Source: an optimization exercise on an open RTL-to-GDS flow (aim: small area). Production flows keep margins and buffers that such runs may drop. The RTL was checked by simulation tests, not by an equivalence proof against the original design. Power and IR drop assume default switching activity.

==> design/flow/design.v <==
module mbf_engine #(
    parameter NCH   = 3,
    parameter T_IFD = 8      
) (
    input  wire        clk,
    input  wire        rst,
    input  wire        wr_en,
    input  wire [11:0] wr_addr,
    input  wire [31:0] wr_data,
    input  wire        cmd_valid,
    output wire        cmd_ready,
    input  wire [31:0] cmd_word,
    input  wire [15:0] cmd_arg0,
    input  wire [15:0] cmd_arg1,
    output reg         cmd_done,
    output reg  [3:0]  cmd_result,
    output reg         cmd_tid_valid,
    output reg  [15:0] cmd_tid,
    input  wire        tick,
    input  wire        wm_valid,
    output wire        wm_ready,
    input  wire [15:0] wm_data,
    output wire        tx_valid,
    input  wire        tx_ready,
    output wire [7:0]  tx_data,
    output wire        tx_last,
    output wire [1:0]  tx_ch,
    input  wire        rx_valid,
    input  wire [7:0]  rx_data,
    input  wire        rx_last,
    input  wire        rx_err,
    input  wire        rx_err_io,
    output wire        open_req,
    output wire [1:0]  open_ch,
    output wire        open_kind,
    input  wire        open_ans_valid,
    input  wire [1:0]  open_ans,
    output reg         close_req,
    output reg  [1:0]  close_ch,
    output reg         ev_valid,
    output reg  [1:0]  ev_ch,
    output reg  [3:0]  ev_outcome,
    output reg  [15:0] ev_tid,
    output reg         ev_rsp_valid,
    output reg  [7:0]  ev_rsp_unit,
    output reg  [7:0]  ev_rsp_fc,
    output reg  [15:0] ev_rsp_value,
    output reg  [7:0]  ev_rsp_exc,
    output wire        busy,
    output reg         overrun,
    output reg         fatal,
    output reg         enable,
    output reg         mbx_valid,
    output wire [5:0]  ch_state
);
    localparam [7:0] OP_NOP = 8'h00, OP_OPEN = 8'h01, OP_CLOSE = 8'h02,
                     OP_RD  = 8'h03, OP_WS   = 8'h06, OP_WM    = 8'h10,
                     OP_COMMIT = 8'h20, OP_CYCLE = 8'h21;
    localparam [3:0] O_OK = 4'd0, O_ILLEGAL = 4'd1, O_INVCOUNT = 4'd2,
                     O_BADSTATE = 4'd3, O_BADKIND = 4'd4, O_FATAL = 4'd5,
                     O_CONNERR = 4'd6, O_RESFAIL = 4'd7, O_IOERR = 4'd8,
                     O_TIMEDOUT = 4'd10, O_DECERR = 4'd11, O_UNSOL = 4'd12,
                     O_EXC = 4'd13;
    localparam [1:0] CS_CLOSED = 2'd0, CS_OPENING = 2'd1, CS_READY = 2'd2,
                     CS_FAILED = 2'd3;
    localparam [3:0] S_IDLE   = 4'd0,
                     S_CHECK  = 4'd1,
                     S_OPEN   = 4'd2,
                     S_TX     = 4'd3,
                     S_WMGET  = 4'd4,
                     S_RX     = 4'd5,
                     S_DEC    = 4'd6,
                     S_DONE   = 4'd7,
                     S_DELAY  = 4'd8,
                     S_CYCCH  = 4'd9,
                     S_CYCEND = 4'd10;
    localparam [1:0] ST_ACC = 2'd0, ST_DEC = 2'd1, ST_VEL = 2'd2;
    reg [7:0]  unit_id  [0:NCH-1];
    reg        kind     [0:NCH-1];
    reg [1:0]  cstate   [0:NCH-1];
    reg [15:0] tid      [0:NCH-1];
    reg [15:0] reg_acc  [0:NCH-1];    
    reg [15:0] reg_dec  [0:NCH-1];
    reg [15:0] reg_vel  [0:NCH-1];
    reg [15:0] stg_acc  [0:NCH-1];    
    reg [15:0] stg_dec  [0:NCH-1];
    reg [15:0] stg_vel  [0:NCH-1];
    reg [15:0] mbx_acc  [0:NCH-1];    
    reg [15:0] mbx_dec  [0:NCH-1];
    reg [15:0] mbx_vel  [0:NCH-1];
    reg [15:0] cyc_ra   [0:NCH-1];    
    reg [15:0] cyc_rd   [0:NCH-1];
    reg [15:0] cyc_rv   [0:NCH-1];
    reg [15:0] prev_vel [0:NCH-1];
    reg        prev_valid [0:NCH-1];
    reg        tick_pend;
    reg [3:0]  state;
    reg        in_cycle;      
    reg        cyc_cmd;       
    reg [1:0]  step;          
    reg [1:0]  ch;            
    reg [31:0] cmd_l;
    reg [15:0] arg0_l;
    reg [15:0] arg1_l;
    reg [7:0]  f_fc;
    reg [15:0] f_addr;
    reg [15:0] f_arg;
    reg [15:0] f_tid;
    reg [7:0]  f_unit;
    reg [8:0]  f_idx;
    reg [15:0] f_val;         
    reg [15:0] ifd_cnt;
    reg [8:0]  rx_n;
    reg [7:0]  rx_b0, rx_b1, rx_b6, rx_b7, rx_b8, rx_b9, rx_b10;
    reg        rx_fail;
    reg        rx_fail_io;
    wire [7:0] cmd_op = cmd_l[31:24];
    wire [3:0] cmd_ch = cmd_l[19:16];
    assign busy      = (state != S_IDLE);
    assign cmd_ready = (state == S_IDLE) && !tick_pend;
    assign wm_ready  = (state == S_WMGET);
    genvar gc;
    generate
        for (gc = 0; gc < NCH; gc = gc + 1) begin : g_st
            assign ch_state[2*gc +: 2] = cstate[gc];
        end
    endgenerate
    assign open_req  = (state == S_OPEN);
    assign open_ch   = ch;
    assign open_kind = kind[ch];
    wire        f_is_wm = (f_fc == OP_WM);
    wire [15:0] f_len   = f_is_wm ? (16'd13 + {f_arg[14:0], 1'b0}) : 16'd12;
    wire [15:0] f_lfld  = f_len - 16'd6;
    reg  [7:0]  f_byte;
    always @(*) begin
        case (f_idx)
            9'd0:  f_byte = f_tid[15:8];
            9'd1:  f_byte = f_tid[7:0];
            9'd2:  f_byte = 8'h00;
            9'd3:  f_byte = 8'h00;
            9'd4:  f_byte = f_lfld[15:8];
            9'd5:  f_byte = f_lfld[7:0];
            9'd6:  f_byte = f_unit;
            9'd7:  f_byte = f_fc;
            9'd8:  f_byte = f_addr[15:8];
            9'd9:  f_byte = f_addr[7:0];
            9'd10: f_byte = f_arg[15:8];
            9'd11: f_byte = f_arg[7:0];
            9'd12: f_byte = {f_arg[6:0], 1'b0};
            default: f_byte = f_idx[0] ? f_val[15:8] : f_val[7:0];
        endcase
    end
    assign tx_valid = (state == S_TX);
    assign tx_data  = f_byte;
    assign tx_last  = ({7'd0, f_idx} == f_len - 16'd1);
    assign tx_ch    = ch;
    reg        op_legal;
    reg        op_chan;
    always @(*) begin
        op_legal = 1'b0;
        op_chan  = 1'b0;
        case (cmd_op)
            OP_NOP, OP_COMMIT, OP_CYCLE: op_legal = 1'b1;
            OP_OPEN, OP_CLOSE, OP_RD, OP_WS, OP_WM: begin
                op_legal = 1'b1;
                op_chan  = 1'b1;
            end
            default: ;
        endcase
    end
    wire [1:0] chk_state = cstate[cmd_ch[1:0]];
    wire       is_req    = (cmd_op == OP_RD) || (cmd_op == OP_WS) || (cmd_op == OP_WM);
    reg  [3:0] chk_result;
    always @(*) begin
        chk_result = O_OK;
        if (!op_legal || cmd_l[23:20] != 4'd0 || cmd_l[15:0] != 16'd0 ||
            (!op_chan && cmd_ch != 4'd0) ||
            (op_chan && cmd_ch >= NCH))
            chk_result = O_ILLEGAL;
        else if (fatal && cmd_op != OP_NOP)
            chk_result = O_FATAL;
        else if ((cmd_op == OP_OPEN && chk_state != CS_CLOSED) ||
                 (is_req && chk_state != CS_READY))
            chk_result = O_BADSTATE;
        else if (cmd_op == OP_RD && !kind[cmd_ch[1:0]])
            chk_result = O_BADKIND;
        else if (cmd_op == OP_WM && (arg1_l == 16'd0 || arg1_l > 16'd127))
            chk_result = O_INVCOUNT;
    end
    wire [15:0] r_tid   = {rx_b0, rx_b1};
    wire        r_norm  = (rx_b7 == 8'h06) || (rx_b7 == 8'h03);
    wire        r_exc   = (rx_b7 == 8'h83) || (rx_b7 == 8'h86) || (rx_b7 == 8'h90);
    reg  [3:0]  dec_outcome;
    reg         dec_accept;
    always @(*) begin
        dec_accept = 1'b0;
        if (rx_fail)
            dec_outcome = rx_fail_io ? O_IOERR : O_TIMEDOUT;
        else if (rx_n < 9'd9)
            dec_outcome = O_DECERR;
        else if (r_norm && rx_n < 9'd11)
            dec_outcome = O_DECERR;
        else if (!r_norm && !r_exc)
            dec_outcome = O_DECERR;
        else if (r_tid != f_tid)
            dec_outcome = O_UNSOL;
        else begin
            dec_accept  = 1'b1;
            dec_outcome = r_exc ? O_EXC : O_OK;
        end
    end
    wire send_c = (cstate[ch] == CS_READY) &&
                  (!prev_valid[ch] || mbx_vel[ch] != prev_vel[ch]);
    wire       wr_ch_hit = wr_en && wr_addr[11:8] == 4'h1 && wr_addr[7:6] < NCH;
    wire [1:0] wr_ch     = wr_addr[7:6];
    wire [5:0] wr_off    = wr_addr[5:0];
    integer i;
    always @(posedge clk) begin
        if (rst) begin
            state         <= S_IDLE;
            in_cycle      <= 1'b0;
            cyc_cmd       <= 1'b0;
            step          <= ST_ACC;
            ch            <= 2'd0;
            cmd_l         <= 32'd0;
            arg0_l        <= 16'd0;
            arg1_l        <= 16'd0;
            f_fc          <= 8'd0;
            f_addr        <= 16'd0;
            f_arg         <= 16'd0;
            f_tid         <= 16'd0;
            f_unit        <= 8'd0;
            f_idx         <= 9'd0;
            f_val         <= 16'd0;
            ifd_cnt       <= 16'd0;
            rx_n          <= 9'd0;
            rx_b0         <= 8'd0;
            rx_b1         <= 8'd0;
            rx_b6         <= 8'd0;
            rx_b7         <= 8'd0;
            rx_b8         <= 8'd0;
            rx_b9         <= 8'd0;
            rx_b10        <= 8'd0;
            rx_fail       <= 1'b0;
            rx_fail_io    <= 1'b0;
            tick_pend     <= 1'b0;
            overrun       <= 1'b0;
            fatal         <= 1'b0;
            enable        <= 1'b0;
            mbx_valid     <= 1'b0;
            cmd_done      <= 1'b0;
            cmd_result    <= 4'd0;
            cmd_tid_valid <= 1'b0;
            cmd_tid       <= 16'd0;
            close_req     <= 1'b0;
            close_ch      <= 2'd0;
            ev_valid      <= 1'b0;
            ev_ch         <= 2'd0;
            ev_outcome    <= 4'd0;
            ev_tid        <= 16'd0;
            ev_rsp_valid  <= 1'b0;
            ev_rsp_unit   <= 8'd0;
            ev_rsp_fc     <= 8'd0;
            ev_rsp_value  <= 16'd0;
            ev_rsp_exc    <= 8'd0;
            for (i = 0; i < NCH; i = i + 1) begin
                unit_id[i]    <= 8'd0;
                kind[i]       <= 1'b0;
                cstate[i]     <= CS_CLOSED;
                tid[i]        <= 16'd0;
                reg_acc[i]    <= 16'd0;
                reg_dec[i]    <= 16'd0;
                reg_vel[i]    <= 16'd0;
                stg_acc[i]    <= 16'd0;
                stg_dec[i]    <= 16'd0;
                stg_vel[i]    <= 16'd0;
                mbx_acc[i]    <= 16'd0;
                mbx_dec[i]    <= 16'd0;
                mbx_vel[i]    <= 16'd0;
                cyc_ra[i]     <= 16'd0;
                cyc_rd[i]     <= 16'd0;
                cyc_rv[i]     <= 16'd0;
                prev_vel[i]   <= 16'd0;
                prev_valid[i] <= 1'b0;
            end
        end else begin
            cmd_done  <= 1'b0;
            close_req <= 1'b0;
            ev_valid  <= 1'b0;
            if (wr_en && wr_addr == 12'h000)
                enable <= wr_data[0];
            if (wr_ch_hit) begin
                case (wr_off)
                    6'h00: if (cstate[wr_ch] == CS_CLOSED) begin
                        unit_id[wr_ch] <= wr_data[7:0];
                        kind[wr_ch]    <= wr_data[8];
                    end
                    6'h08: begin
                        reg_acc[wr_ch] <= wr_data[15:0];
                        reg_dec[wr_ch] <= wr_data[31:16];
                    end
                    6'h0C: reg_vel[wr_ch] <= wr_data[15:0];
                    6'h18: begin
                        stg_acc[wr_ch] <= wr_data[15:0];
                        stg_dec[wr_ch] <= wr_data[31:16];
                    end
                    6'h1C: stg_vel[wr_ch] <= wr_data[15:0];
                    default: ;
                endcase
            end
            if (tick && enable && !fatal) begin
                if (tick_pend)
                    overrun <= 1'b1;
                else
                    tick_pend <= 1'b1;
            end
            if (wr_en && wr_addr == 12'h004 && wr_data[1])
                overrun <= 1'b0;
            case (state)
                S_IDLE: begin
                    if (tick_pend) begin
                        tick_pend <= 1'b0;
                        in_cycle  <= 1'b1;
                        cyc_cmd   <= 1'b0;
                        state     <= S_CYCCH;
                        ch        <= 2'd0;
                        step      <= ST_ACC;
                        for (i = 0; i < NCH; i = i + 1) begin
                            cyc_ra[i] <= reg_acc[i];
                            cyc_rd[i] <= reg_dec[i];
                            cyc_rv[i] <= reg_vel[i];
                        end
                        if (!mbx_valid)
                            state <= S_CYCEND;
                    end else if (cmd_valid) begin
                        cmd_l  <= cmd_word;
                        arg0_l <= cmd_arg0;
                        arg1_l <= cmd_arg1;
                        state  <= S_CHECK;
                    end
                end
                S_CHECK: begin
                    if (chk_result != O_OK) begin
                        cmd_done      <= 1'b1;
                        cmd_result    <= chk_result;
                        cmd_tid_valid <= 1'b0;
                        cmd_tid       <= 16'd0;
                        state         <= S_IDLE;
                    end else begin
                        case (cmd_op)
                            OP_OPEN: begin
                                ch                   <= cmd_ch[1:0];
                                cstate[cmd_ch[1:0]]  <= CS_OPENING;
                                state                <= S_OPEN;
                            end
                            OP_CLOSE: begin
                                if (cstate[cmd_ch[1:0]] != CS_CLOSED) begin
                                    close_req                <= 1'b1;
                                    close_ch                 <= cmd_ch[1:0];
                                    cstate[cmd_ch[1:0]]      <= CS_CLOSED;
                                    prev_valid[cmd_ch[1:0]]  <= 1'b0;
                                end
                                cmd_done      <= 1'b1;
                                cmd_result    <= O_OK;
                                cmd_tid_valid <= 1'b0;
                                cmd_tid       <= 16'd0;
                                state         <= S_IDLE;
                            end
                            OP_RD, OP_WS, OP_WM: begin
                                ch         <= cmd_ch[1:0];
                                f_fc       <= cmd_op;
                                f_addr     <= arg0_l;
                                f_arg      <= arg1_l;
                                f_unit     <= unit_id[cmd_ch[1:0]];
                                f_tid      <= tid[cmd_ch[1:0]];
                                tid[cmd_ch[1:0]] <= tid[cmd_ch[1:0]] + 16'd1;
                                f_idx      <= 9'd0;
                                state      <= S_TX;
                            end
                            OP_COMMIT: begin
                                for (i = 0; i < NCH; i = i + 1) begin
                                    mbx_acc[i] <= stg_acc[i];
                                    mbx_dec[i] <= stg_dec[i];
                                    mbx_vel[i] <= stg_vel[i];
                                end
                                mbx_valid     <= 1'b1;
                                cmd_done      <= 1'b1;
                                cmd_result    <= O_OK;
                                cmd_tid_valid <= 1'b0;
                                cmd_tid       <= 16'd0;
                                state         <= S_IDLE;
                            end
                            OP_CYCLE: begin
                                in_cycle <= 1'b1;
                                cyc_cmd  <= 1'b1;
                                ch       <= 2'd0;
                                step     <= ST_ACC;
                                for (i = 0; i < NCH; i = i + 1) begin
                                    cyc_ra[i] <= reg_acc[i];
                                    cyc_rd[i] <= reg_dec[i];
                                    cyc_rv[i] <= reg_vel[i];
                                end
                                state <= mbx_valid ? S_CYCCH : S_CYCEND;
                            end
                            default: begin  
                                cmd_done      <= 1'b1;
                                cmd_result    <= O_OK;
                                cmd_tid_valid <= 1'b0;
                                cmd_tid       <= 16'd0;
                                state         <= S_IDLE;
                            end
                        endcase
                    end
                end
                S_OPEN: begin
                    if (open_ans_valid) begin
                        cmd_done      <= 1'b1;
                        cmd_tid_valid <= 1'b0;
                        cmd_tid       <= 16'd0;
                        state         <= S_IDLE;
                        case (open_ans)
                            2'd0: begin
                                cstate[ch]     <= CS_READY;
                                prev_valid[ch] <= 1'b0;
                                cmd_result     <= O_OK;
                            end
                            2'd1: begin
                                cstate[ch] <= CS_FAILED;
                                cmd_result <= O_CONNERR;
                            end
                            default: begin
                                cstate[ch] <= CS_FAILED;
                                fatal      <= 1'b1;
                                tick_pend  <= 1'b0;
                                cmd_result <= O_RESFAIL;
                            end
                        endcase
                    end
                end
                S_TX: begin
                    if (tx_ready) begin
                        if (tx_last) begin
                            rx_n       <= 9'd0;
                            rx_fail    <= 1'b0;
                            rx_fail_io <= 1'b0;
                            state      <= kind[ch] ? S_RX : S_DONE;
                        end else begin
                            f_idx <= f_idx + 9'd1;
                            if (f_is_wm && f_idx >= 9'd12 && !f_idx[0])
                                state <= S_WMGET;
                        end
                    end
                end
                S_WMGET: begin
                    if (wm_valid) begin
                        f_val <= wm_data;
                        state <= S_TX;
                    end
                end
                S_RX: begin
                    if (rx_err) begin
                        rx_fail    <= 1'b1;
                        rx_fail_io <= rx_err_io;
                        state      <= S_DEC;
                    end else if (rx_valid) begin
                        case (rx_n)
                            9'd0:  rx_b0  <= rx_data;
                            9'd1:  rx_b1  <= rx_data;
                            9'd6:  rx_b6  <= rx_data;
                            9'd7:  rx_b7  <= rx_data;
                            9'd8:  rx_b8  <= rx_data;
                            9'd9:  rx_b9  <= rx_data;
                            9'd10: rx_b10 <= rx_data;
                            default: ;
                        endcase
                        if (rx_n != 9'h1FF)
                            rx_n <= rx_n + 9'd1;
                        if (rx_last)
                            state <= S_DEC;
                    end
                end
                S_DEC: begin
                    ev_valid     <= 1'b1;
                    ev_ch        <= ch;
                    ev_outcome   <= dec_outcome;
                    ev_tid       <= f_tid;
                    ev_rsp_valid <= dec_accept;
                    ev_rsp_unit  <= dec_accept ? rx_b6 : 8'd0;
                    ev_rsp_fc    <= dec_accept ? rx_b7 : 8'd0;
                    ev_rsp_value <= (dec_accept && !r_exc) ? {rx_b9, rx_b10} : 16'd0;
                    ev_rsp_exc   <= (dec_accept && r_exc) ? rx_b8 : 8'd0;
                    if (in_cycle) begin
                        if (step == ST_VEL) begin
                            prev_vel[ch]   <= mbx_vel[ch];
                            prev_valid[ch] <= 1'b1;
                            state          <= S_CYCCH;
                            step           <= ST_ACC;
                            ch             <= ch + 2'd1;
                            if (ch == NCH - 1)
                                state <= S_CYCEND;
                        end else begin
                            ifd_cnt <= T_IFD - 1;
                            state   <= S_DELAY;
                        end
                    end else begin
                        cmd_done      <= 1'b1;
                        cmd_result    <= dec_outcome;
                        cmd_tid_valid <= 1'b1;
                        cmd_tid       <= f_tid;
                        state         <= S_IDLE;
                    end
                end
                S_DONE: begin
                    ev_valid     <= 1'b1;
                    ev_ch        <= ch;
                    ev_outcome   <= O_OK;
                    ev_tid       <= f_tid;
                    ev_rsp_valid <= 1'b0;
                    ev_rsp_unit  <= 8'd0;
                    ev_rsp_fc    <= 8'd0;
                    ev_rsp_value <= 16'd0;
                    ev_rsp_exc   <= 8'd0;
                    if (in_cycle) begin
                        if (step == ST_VEL) begin
                            prev_vel[ch]   <= mbx_vel[ch];
                            prev_valid[ch] <= 1'b1;
                            state          <= S_CYCCH;
                            step           <= ST_ACC;
                            ch             <= ch + 2'd1;
                            if (ch == NCH - 1)
                                state <= S_CYCEND;
                        end else begin
                            ifd_cnt <= T_IFD - 1;
                            state   <= S_DELAY;
                        end
                    end else begin
                        cmd_done      <= 1'b1;
                        cmd_result    <= O_OK;
                        cmd_tid_valid <= 1'b1;
                        cmd_tid       <= f_tid;
                        state         <= S_IDLE;
                    end
                end
                S_DELAY: begin
                    if (ifd_cnt == 16'd0) begin
                        step  <= step + 2'd1;
                        f_fc  <= OP_WS;
                        f_unit <= unit_id[ch];
                        f_tid <= tid[ch];
                        tid[ch] <= tid[ch] + 16'd1;
                        f_idx <= 9'd0;
                        if (step == ST_ACC) begin
                            f_addr <= cyc_rd[ch];
                            f_arg  <= mbx_dec[ch];
                        end else begin
                            f_addr <= cyc_rv[ch];
                            f_arg  <= mbx_vel[ch];
                        end
                        state <= S_TX;
                    end else begin
                        ifd_cnt <= ifd_cnt - 16'd1;
                    end
                end
                S_CYCCH: begin
                    if (send_c) begin
                        step    <= ST_ACC;
                        f_fc    <= OP_WS;
                        f_unit  <= unit_id[ch];
                        f_tid   <= tid[ch];
                        tid[ch] <= tid[ch] + 16'd1;
                        f_idx   <= 9'd0;
                        f_addr  <= cyc_ra[ch];
                        f_arg   <= mbx_acc[ch];
                        state   <= S_TX;
                    end else if (ch == NCH - 1) begin
                        state <= S_CYCEND;
                    end else begin
                        ch <= ch + 2'd1;
                    end
                end
                S_CYCEND: begin
                    in_cycle <= 1'b0;
                    if (cyc_cmd) begin
                        cmd_done      <= 1'b1;
                        cmd_result    <= O_OK;
                        cmd_tid_valid <= 1'b0;
                        cmd_tid       <= 16'd0;
                    end
                    cyc_cmd <= 1'b0;
                    state   <= S_IDLE;
                end
                default: state <= S_IDLE;
            endcase
        end
    end
endmodule
==> design/flow/run.sh <==
#!/bin/bash
# synth_recipe.tcl (not shown) runs the flow's synth.tcl, then flattens the netlist and writes it again
# the make line also repeats each setting of config.mk as NAME=value (left out here)
make -C /OpenROAD-flow-scripts/flow DESIGN_CONFIG=/design/flow/config.mk WORK_HOME=/design/flow/orfs CLKGATE_MAP_FILE= SYNTH_SCRIPT=/design/flow/synth_recipe.tcl finish
==> design/flow/config.mk <==
export PLATFORM = sky130hd
export DESIGN_NAME = mbf_engine
export DESIGN_NICKNAME = mbf_engine
export VERILOG_FILES = /design/flow/design.v
export SDC_FILE = /design/flow/constraint.sdc
export NUM_CORES = 4
export LEC_CHECK = 0
export CAP_MARGIN = 20
export CORE_MARGIN = 2
export CORE_UTILIZATION = 40
export PLACE_DENSITY = 0.6
export SLEW_MARGIN = 20
==> design/flow/constraint.sdc <==
create_clock -name core_clock -period 10.0 [get_ports {clk}]
set_input_delay 2.0000 -clock core_clock [delete_from_list [all_inputs] [get_ports {clk}]]
set_output_delay 2.0000 -clock core_clock [all_outputs]
set_load 0.01 [all_outputs]
==> summary.md <==
| Metric | Value |
|---|---|
| Met1 WL | `67.2 mm` |
| DRC violations left | `0` |
| Via count | `37300` |
| Yosys reg bits | `1096` |
| Cell Area, Synth | `47800 um^2` |
| 1st-iter DRT viols | `4115` |
| Period utilization | `76.6%` |
| CTS Buffer Depth | `3` |
| CP startpoint | `f_arg[1]$_SDFFE_PP0P_` |
| Row cnt | `126` |
| Netlist cell types | `83` |
| Worst-path clk slew | `0.06 ns` |
| Commonest non-fill, non-tap cell in the layout | `nand2_1` |
| Fmax | `131 MHz` |
| Die height | `350 um` |
| Total grt overflow | `0` |
| Global-route wire length before repair | `228 mm` |
| Sink Count | `1096` |
| Main flop type after synthesis | `dfxtp_1` |
| Max Cap Viol | `0` |
| CTS resizes | `0` |
| Clock skew | `0.0802 ns` |
| Hold Startpoint | `rx_b10[5]$_SDFFE_PP0P_` |
| CTS tree | `done` |
| Met3 wire length | `11.4 mm` |
| Htree depth | `3` |
| Root Buffer | `clkbuf_16` |
| Peak VDD IR | `0.165 mV` |
| Worst-Skew Late Latency | `0.74 ns` |
| Yosys warns | `7` |
| Worst hold-check path type | `register to register` |
| Max FO, Critical Path | `9` |
| Final setup TNS | `0 ns` |
| RSZ-0062 raised after global routing | `false` |
| Setup-failing EPs final | `0` |
| Largest net degree at the start of global routing | `185` |
| Setup CP Type | `register to output pin` |
| Worst slew pin tran | `1.17 ns` |
| WL final | `153 mm` |
| Share of layout cells above drive strength 1 | `8.08%` |
| Synth Instances | `4939` |
| Max-slew violations | `0` |
| Layout area overhead | `16.6%` |
| Post-route ant nets | `0` |
| PortBufs | `263` |
| Number of global-route vias before repair | `35000` |
| # Post-CTS Setup Buffers | `0` |
| DR pass1 iterations | `8` |
| IO Pins | `264` |
| Core area | `118000 um^2` |
| Pleak | `18.8 nW` |
| CP endpoint kind | `output pin` |
| Req. time, crit path | `8.00 ns` |
| Power Dens Cells | `225 nW/um^2` |
| Crit Reg-Reg Startpoint | `ch[1]$_SDFFE_PP0P_` |
| Final hold vios | `0` |
| Met2 wire length | `69.5 mm` |
| Avg WL per Cell | `22.9 um` |
| Die area | `122000 um^2` |
| Fin nets | `5200` |
| DR top layer | `met5` |
| Data arrival, critical path | `5.66 ns` |
| Starting Density | `40.4%` |
| Initial antenna violation count | `10` |
| Post-DP HPWL | `98.8 mm` |
| Biggest regs | `prev_vel (64), tid (64)` |
| Commonest non-fill, non-tap cells in the layout | `1050 x nand2_1, 628 x dfxtp_1, 588 x a21oi_1` |
| Asr flop ratio synth | `0%` |
| Post-synth EDFFs | `464` |
| Pwr Total | `12.5 mW` |
| Hold buffer count at CTS | `0` |
| Synth Area per Inst | `9.68 um^2` |
| RePlAce Congestion | `0.908` |
| Final Critical Period | `7.66 ns` |
| Worst slew margin | `21.5%` |
| GRT Total Usage | `24.6%` |
| Total CTS buffers | `116` |
| Sequential area share after synthesis | `55.6%` |
| Status | `timing/DRC/antenna clean` |
| Die W | `350 um` |
| Crit path launch type | `register` |
| Vias per cell | `5.59` |
## worst max-delay path: stages, from the launching register on
cell,delay (ns)
dfxtp_1,0.58
inv_1,0.15
ha_1,0.36
nand4b_1,0.35
nor4_1,0.56
mux2_2,0.45
a2111oi_0,0.71
o2111ai_1,0.25
nor4_2,0.66
nor2b_1,0.23
clkdlybuf4s50_1,0.62
## cell usage after synthesis (42+ instances only)
cell type | count | area share, %
dfxtp_1 | 632 | 26
nor2_1 | 385 | 3.0
edfxtp_1 | 464 | 29
nor3_1 | 42 | 0.44
o21ai_0 | 93 | 0.97
a21oi_1 | 589 | 6.2
mux4_2 | 69 | 3.3
inv_1 | 71 | 0.56
and2_1 | 338 | 4.4
nand3_1 | 68 | 0.71
nand2_1 | 1053 | 8.3
a211oi_1 | 63 | 0.99
clkbuf_1 | 309 | 2.4
xnor2_1 | 62 | 1.1
mux2i_1 | 67 | 1.4
a22oi_1 | 92 | 1.4
## logic make-up (layout without fill, tap and decap cells)
kind of cell	Yosys count	after routing	synth area share [%]
and+or+nand+nor	2060	2060	19.5
DFF	1096	1096	55.6
AOI/OAI and AO/OA	1053	1053	13.4
buffers and inverters	437	626	3.56
muxes	176	176	5.60
xor gates and xnor gates	95	95	1.77
adders and majority gates	21	21	0.550
other	1	13	0.00785
## cell type report
cell class | instances | area, um^2
Fill cell | 11100 | 62500
Sequential cell | 1096 | 26600
Multi-Input combinational cell | 3414 | 19800
Clock buffer | 177 | 3340
Timing Repair Buffer | 332 | 3190
Tap cell | 1536 | 1920
Clock inverter | 44 | 616
Inverter | 73 | 274
Antenna cell | 4 | 10.0
## power by group
part | internal [mW] | switching [mW] | total (mW)
Combinational | 0.929 | 1.73 | 2.66
Clock | 2.58 | 1.87 | 4.45
Sequential | 4.97 | 0.439 | 5.41
## through the flow
step	util, %	cells	cell area (um^2)	setup slack [ns]	hold WS, ns
after floorplan	-	4947	47800	4.27	0.432
after global placement	43.7	6450	51700	3.27	0.439
after detailed placement	43.7	6450	51700	3.26	0.444
after CTS	47.1	6671	55700	2.48	0.452
after global routing	47.1	6673	55700	2.21	0.466
final	47.1	6676	55700	2.34	0.448
## worst paths after layout
kind / slack (ns) / cells past startpoint / end
worst max-delay path: 2.34 / 10 / tx_last
worst min-delay path: 0.45 / 2 / rx_b10[5]$_SDFFE_PP0P_
worst max register to register: 3.88 / 19 / tid[0][14]$_SDFFCE_PN0P_
worst min register to register: 0.45 / 2 / rx_b10[5]$_SDFFE_PP0P_
## per-layer routing
layer / vias up / GRT usage (%)
li1: 17400 / -
met1: 18200 / 34.7
met2: 1461 / 38.8
met3: 238 / 3.60
met4: 2 / 7.98
met5: - / 0

==> re-timing with driven ports <==
In the flow no input, the clock included, has a driving cell. The finished layout below was timed again as built, in two steps.
Step 1: set_driving_cell puts a clkbuf_16 on clk and a buf_2 on each other input, an assumption about the parent block.
Step 2, shift: input delay + t, output delay - t, t = (earliest + latest rising clock arrival at the registers) / 2. This alone moves slack from input paths to output paths.
Slacks: ideal / step 1 / step 2; pairs: ideal / step 1.
t, ns: 0.782
slack for setup (ns): 2.343 / 2.264 / 3.046
worst setup path at the end: register to output
slew at the worst register clock pin (ns): 0.06 / 0.06
After both steps this run still meets setup and hold. The setup slack of this run moves by -0.079 ns with the drivers and by +0.703 ns with both steps.
